Background: an optimization exercise with open tools, aiming at small area and few clock cycles. Do not read the settings as production practice. The RTL was checked by simulation tests, not by an equivalence proof against the original design. Power is estimated from default activity; no workload was simulated.

==> flow/design.v <==
`default_nettype none
module can_enc (
    input  wire         clk,
    input  wire         rst,
    input  wire         in_valid,
    output wire         in_ready,
    input  wire         in_fd,
    input  wire [28:0]  in_id,
    input  wire         in_ext,
    input  wire         in_rtr,
    input  wire         in_fdf,
    input  wire         in_brs,
    input  wire [7:0]   in_len,
    input  wire [511:0] in_data,
    output wire         out_valid,
    input  wire         out_ready,
    output wire [63:0]  out_word,
    output wire         out_last,
    output wire         out_err
);
    reg len_ok;
    always @* begin
        if (in_fd) begin
            case (in_len)
                8'd0, 8'd1, 8'd2, 8'd3, 8'd4, 8'd5, 8'd6, 8'd7, 8'd8,
                8'd12, 8'd16, 8'd20, 8'd24, 8'd32, 8'd48, 8'd64:
                    len_ok = 1'b1;
                default:
                    len_ok = 1'b0;
            endcase
        end else begin
            len_ok = (in_len <= 8'd8);
        end
    end
    wire [6:0] l    = in_len[6:0];
    wire ge8  = l[6] | l[5] | l[4] | l[3];
    wire ge12 = l[6] | l[5] | l[4] | (l[3] & l[2]);
    wire ge16 = l[6] | l[5] | l[4];
    wire ge20 = l[6] | l[5] | (l[4] & (l[3] | l[2]));
    wire ge24 = l[6] | l[5] | (l[4] & l[3]);
    wire ge32 = l[6] | l[5];
    wire ge48 = l[6] | (l[5] & l[4]);
    wire ge64 = l[6];
    wire [3:0] dlc = ge12 ? {1'b1, ge24,
                             (ge16 & ~ge24) | ge48,
                             (ge12 & ~ge16) | (ge20 & ~ge24) | (ge32 & ~ge48) | ge64}
                          : l[3:0];
    wire [3:0] lastc = !in_fd  ? 4'd2 :
                       ge64    ? 4'd9 :
                       ge48    ? 4'd7 :
                       ge20    ? 4'd5 :
                       (l == 7'd0) ? 4'd1 : 4'd3;
    reg  [3:0] cnt;
    wire       last = ~len_ok | (cnt == lastc);
    assign out_valid = in_valid;
    assign out_last  = last;
    assign out_err   = ~len_ok;
    assign in_ready  = out_ready & last;
    always @(posedge clk) begin
        if (rst)
            cnt <= 4'd0;
        else if (in_valid && out_ready)
            cnt <= last ? 4'd0 : (cnt == 4'd0 && !in_fd) ? 4'd2 : cnt + 4'd1;
    end
    wire hsel = len_ok & (cnt == 4'd0);
    wire hx   = hsel & in_ext;
    wire hn   = hsel & ~in_ext;
    wire [63:0] valid;
    genvar gk, gb;
    generate
        for (gb = 0; gb < 8; gb = gb + 1) begin : g_v
            assign valid[gb]      = ge8 | (l[2:0] > gb);
            assign valid[8+gb]    = (gb < 4) ? ge12 : ge16;
            assign valid[16+gb]   = (gb < 4) ? ge20 : ge24;
            assign valid[24+gb]   = ge32;
            assign valid[32+gb]   = ge48;
            assign valid[40+gb]   = ge48;
            assign valid[48+gb]   = ge64;
            assign valid[56+gb]   = ge64;
        end
    endgenerate
    wire [63:0] sel;
    generate
        for (gk = 0; gk < 8; gk = gk + 1) begin : g_sel
            wire wsel = (cnt == gk + 2);
            for (gb = 0; gb < 8; gb = gb + 1) begin : g_b
                assign sel[8*gk+gb] = wsel & valid[8*gk+gb];
            end
        end
    endgenerate
    wire [63:0] hdr;
    assign hdr[63]    = hx;
    assign hdr[62]    = hsel & in_rtr;
    assign hdr[61]    = 1'b0;
    assign hdr[60:50] = ({11{hx}} & in_id[28:18]) | ({11{hn}} & in_id[10:0]);
    assign hdr[49:32] = {18{hx}} & in_id[17:0];
    assign hdr[31:28] = {4{hsel}} & dlc;
    assign hdr[27:26] = 2'b00;
    assign hdr[25]    = hsel & in_fd & in_fdf;
    assign hdr[24]    = hsel & in_fd & in_brs;
    assign hdr[23:0]  = 24'd0;
    generate
        for (gb = 0; gb < 8; gb = gb + 1) begin : g_out
            wire [7:0] t [0:7];
            for (gk = 0; gk < 8; gk = gk + 1) begin : g_t
                assign t[gk] = {8{sel[8*gk+gb]}} & in_data[511-64*gk-8*gb -: 8];
            end
            wire [7:0] g0 = t[0] | t[1] | t[2];
            wire [7:0] g1 = t[3] | t[4] | t[5];
            wire [7:0] g2 = t[6] | t[7] | hdr[63-8*gb -: 8];
            assign out_word[63-8*gb -: 8] = g0 | g1 | g2;
        end
    endgenerate
endmodule
module can_dec (
    input  wire         clk,
    input  wire         rst,
    input  wire         in_valid,
    output wire         in_ready,
    input  wire [63:0]  in_word,
    input  wire         in_fd,
    output wire         out_valid,
    input  wire         out_ready,
    output wire         out_err,
    output reg  [28:0]  out_id,
    output reg          out_ext,
    output reg          out_rtr,
    output reg          out_fdf,
    output reg          out_brs,
    output wire [7:0]   out_len,
    output wire [511:0] out_data,
    output reg  [2:0]   out_status,
    output wire [2:0]   out_slots
);
    wire [31:0] w0 = in_word[63:32];
    wire [31:0] w1 = in_word[31:0];
    reg       fd_r;
    reg [3:0] dlc_r;
    reg [6:0] len;
    reg [2:0] slots;
    reg [3:0] lastc;
    always @* begin
        if (fd_r) begin
            case (dlc_r)
                4'd9:    len = 7'd12;
                4'd10:   len = 7'd16;
                4'd11:   len = 7'd20;
                4'd12:   len = 7'd24;
                4'd13:   len = 7'd32;
                4'd14:   len = 7'd48;
                4'd15:   len = 7'd64;
                default: len = {3'd0, dlc_r};
            endcase
            case (dlc_r)
                4'd0:                      begin slots = 3'd1; lastc = 4'd1; end
                4'd11, 4'd12, 4'd13:       begin slots = 3'd3; lastc = 4'd5; end
                4'd14:                     begin slots = 3'd4; lastc = 4'd7; end
                4'd15:                     begin slots = 3'd5; lastc = 4'd9; end
                default:                   begin slots = 3'd2; lastc = 4'd3; end
            endcase
        end else begin
            len   = {3'd0, dlc_r};
            slots = 3'd1;
            lastc = 4'd2;
        end
    end
    assign out_len   = {1'b0, len};
    assign out_slots = slots;
    assign out_err   = ~fd_r & (dlc_r > 4'd8);
    reg  [3:0] cnt;
    reg        res_r;                        
    wire       hdr     = (cnt == 4'd0);
    wire       last    = ~hdr & (cnt == lastc);
    wire       direct  = (cnt == 4'd9);      
    wire       in_fire = in_valid && in_ready;
    assign out_valid = res_r | (in_valid & direct);
    assign in_ready  = ~(res_r | direct) | out_ready;
    always @(posedge clk) begin
        if (rst) begin
            res_r <= 1'b0;
            cnt   <= 4'd0;
        end else begin
            if (res_r && out_ready)
                res_r <= 1'b0;
            if (in_fire) begin
                if (last) begin
                    cnt   <= 4'd0;
                    res_r <= ~direct;
                end else begin
                    cnt <= (hdr && !in_fd) ? 4'd2 : cnt + 4'd1;
                end
            end
        end
    end
    always @(posedge clk) begin
        if (in_fire && hdr) begin
            fd_r       <= in_fd;
            dlc_r      <= w1[31:28];
            out_ext    <= w0[31];
            out_rtr    <= w0[30];
            out_id     <= w0[31] ? w0[28:0] : {18'd0, w0[28:18]};
            out_fdf    <= in_fd & w1[25];
            out_brs    <= in_fd & w1[24];
            out_status <= w1[2:0];
        end
    end
    wire [63:0] valid;
    genvar gk, gb;
    generate
        for (gb = 0; gb < 8; gb = gb + 1) begin : g_v
            assign valid[gb]      = (dlc_r > gb);
            assign valid[8+gb]    = (gb < 4) ? (dlc_r >= 4'd9)  : (dlc_r >= 4'd10);
            assign valid[16+gb]   = (gb < 4) ? (dlc_r >= 4'd11) : (dlc_r >= 4'd12);
            assign valid[24+gb]   = (dlc_r >= 4'd13);
            assign valid[32+gb]   = (dlc_r >= 4'd14);
            assign valid[40+gb]   = (dlc_r >= 4'd14);
            assign valid[48+gb]   = (dlc_r == 4'd15);
            assign valid[56+gb]   = (dlc_r == 4'd15);
        end
    endgenerate
    wire [7:0] at;                            
    generate
        for (gk = 0; gk < 8; gk = gk + 1) begin : g_at
            assign at[gk] = (cnt == gk + 2);
        end
    endgenerate
    reg [7:0] bmask;
    integer k;
    always @* begin
        bmask = 8'd0;
        for (k = 0; k < 8; k = k + 1)
            bmask = bmask | ({8{at[k]}} & valid[8*k +: 8]);
    end
    wire [63:0] dword;
    generate
        for (gb = 0; gb < 8; gb = gb + 1) begin : g_dw
            assign dword[63-8*gb -: 8] = in_word[63-8*gb -: 8] & {8{bmask[gb]}};
        end
    endgenerate
    reg [447:0] data_r;
    generate
        for (gk = 0; gk < 7; gk = gk + 1) begin : g_word
            always @(posedge clk) begin
                if (in_fire && (hdr || at[gk]))
                    data_r[447-64*gk -: 64] <= dword;
            end
        end
    endgenerate
    assign out_data = {data_r, dword};
endmodule
module can_codec (
    input  wire         clk,
    input  wire         rst,
    input  wire         enc_in_valid,
    output wire         enc_in_ready,
    input  wire         enc_in_fd,
    input  wire [28:0]  enc_in_id,
    input  wire         enc_in_ext,
    input  wire         enc_in_rtr,
    input  wire         enc_in_fdf,
    input  wire         enc_in_brs,
    input  wire [7:0]   enc_in_len,
    input  wire [511:0] enc_in_data,
    output wire         enc_out_valid,
    input  wire         enc_out_ready,
    output wire [63:0]  enc_out_word,
    output wire         enc_out_last,
    output wire         enc_out_err,
    input  wire         dec_in_valid,
    output wire         dec_in_ready,
    input  wire [63:0]  dec_in_word,
    input  wire         dec_in_fd,
    output wire         dec_out_valid,
    input  wire         dec_out_ready,
    output wire         dec_out_err,
    output wire [28:0]  dec_out_id,
    output wire         dec_out_ext,
    output wire         dec_out_rtr,
    output wire         dec_out_fdf,
    output wire         dec_out_brs,
    output wire [7:0]   dec_out_len,
    output wire [511:0] dec_out_data,
    output wire [2:0]   dec_out_status,
    output wire [2:0]   dec_out_slots
);
    can_enc u_enc (
        .clk       (clk),
        .rst       (rst),
        .in_valid  (enc_in_valid),
        .in_ready  (enc_in_ready),
        .in_fd     (enc_in_fd),
        .in_id     (enc_in_id),
        .in_ext    (enc_in_ext),
        .in_rtr    (enc_in_rtr),
        .in_fdf    (enc_in_fdf),
        .in_brs    (enc_in_brs),
        .in_len    (enc_in_len),
        .in_data   (enc_in_data),
        .out_valid (enc_out_valid),
        .out_ready (enc_out_ready),
        .out_word  (enc_out_word),
        .out_last  (enc_out_last),
        .out_err   (enc_out_err)
    );
    can_dec u_dec (
        .clk        (clk),
        .rst        (rst),
        .in_valid   (dec_in_valid),
        .in_ready   (dec_in_ready),
        .in_word    (dec_in_word),
        .in_fd      (dec_in_fd),
        .out_valid  (dec_out_valid),
        .out_ready  (dec_out_ready),
        .out_err    (dec_out_err),
        .out_id     (dec_out_id),
        .out_ext    (dec_out_ext),
        .out_rtr    (dec_out_rtr),
        .out_fdf    (dec_out_fdf),
        .out_brs    (dec_out_brs),
        .out_len    (dec_out_len),
        .out_data   (dec_out_data),
        .out_status (dec_out_status),
        .out_slots  (dec_out_slots)
    );
endmodule
`default_nettype wire
export LEC_CHECK = 0
export CAP_MARGIN = 20
export CORE_AREA = 10 10 360 360
export DIE_AREA = 0 0 370 370
export SETUP_SLACK_MARGIN = 0.3
export SLEW_MARGIN = 20
create_clock -name core_clock -period 6.0 [get_ports {clk}]
standard.sh (not shown) runs the stock make flow with config.mk's settings and CLKGATE_MAP_FILE= SYNTH_SCRIPT=/design/flow/synth_recipe.tcl, a recipe that flattens the netlist after the stock synthesis.
==> flow/flow/run.sh <==
#!/bin/bash
# Standard ORFS layout (the standard.sh, unchanged synthesis), except:
# - the port buffers are the smallest buffer cell instead of the one
#   buffer_ports picks by itself (clkdlybuf4s50_1); every port still gets
#   its own buffer;
# - the clock tree uses smaller buffers, larger sink clusters and no dummy
#   loads.
set -euo pipefail
export BUFFER_PORTS_ARGS="-buffer_cell sky130_fd_sc_hd__buf_1"
export CTS_ARGS="-sink_clustering_enable -repair_clock_nets -dont_use_dummy_load -buf_list sky130_fd_sc_hd__clkbuf_8 -sink_clustering_size 16 -sink_clustering_max_diameter 60"
bash standard.sh > standard.log 2>&1
Testbench counts at the start, summed over its fixed seeds: cycles 14,450.
==> next run, changes <==
--- a/flow/design.v
+++ b/flow/design.v
@@ -105,10 +105,8 @@
             for (gk = 0; gk < 8; gk = gk + 1) begin : g_t
                 assign t[gk] = {8{sel[8*gk+gb]}} & in_data[511-64*gk-8*gb -: 8];
             end
-            wire [7:0] g0 = t[0] | t[1] | t[2];
-            wire [7:0] g1 = t[3] | t[4] | t[5];
-            wire [7:0] g2 = t[6] | t[7] | hdr[63-8*gb -: 8];
-            assign out_word[63-8*gb -: 8] = g0 | g1 | g2;
+            assign out_word[63-8*gb -: 8] = hdr[63-8*gb -: 8]
+                | t[0] | t[1] | t[2] | t[3] | t[4] | t[5] | t[6] | t[7];
         end
     endgenerate
 endmodule
After rerunning: The new run went through all stages and came out clean; cell count came out lower by 0.36%; core utilization is about the same; first-iteration DRC count decreases by 3.6%; worst setup slack is better by 0.19 ns; combinational power falls by about 10%; hold slack improves by 0.027 ns; synthesized area climbs by 0.88%; non-clock buffer count drops by 2; global-route usage came out lower by 1.2 points; register-to-register slack loses 0.08 ns; maximum frequency is higher by 3.4%; clock skew is higher by 0.020 ns.
Testbench counts after the change, summed over its fixed seeds: cycles 14,450.

==> what the ideal ports hide <==
The results above use ideal ports. As a check the final layouts listed here were re-extracted and re-timed, cells and wires unchanged.
Step 1: set_driving_cell puts a clkbuf_16 on clk and a buf_2 on each other input, an assumption about the parent block.
Step 2, shift: input delay + t, output delay - t, t = (earliest + latest rising clock arrival at the registers) / 2. This alone moves slack from input paths to output paths.
Three values: no drivers, after step 1, after step 2; two values: the first two.
| run | t (ns) | slack for setup (ns) | pins driven straight from the clock port |
|---|---|---|---|
| the first run | 0.708 | 0.344 / 0.298 / 0.298 | 1 |
| the second run | 0.713 | 0.531 / 0.473 / 0.473 | 1 |
After both steps every run listed still meets setup and hold. The setup slack of the second run, which loses most, moves by -0.058 ns with the drivers and by -0.058 ns with both steps.
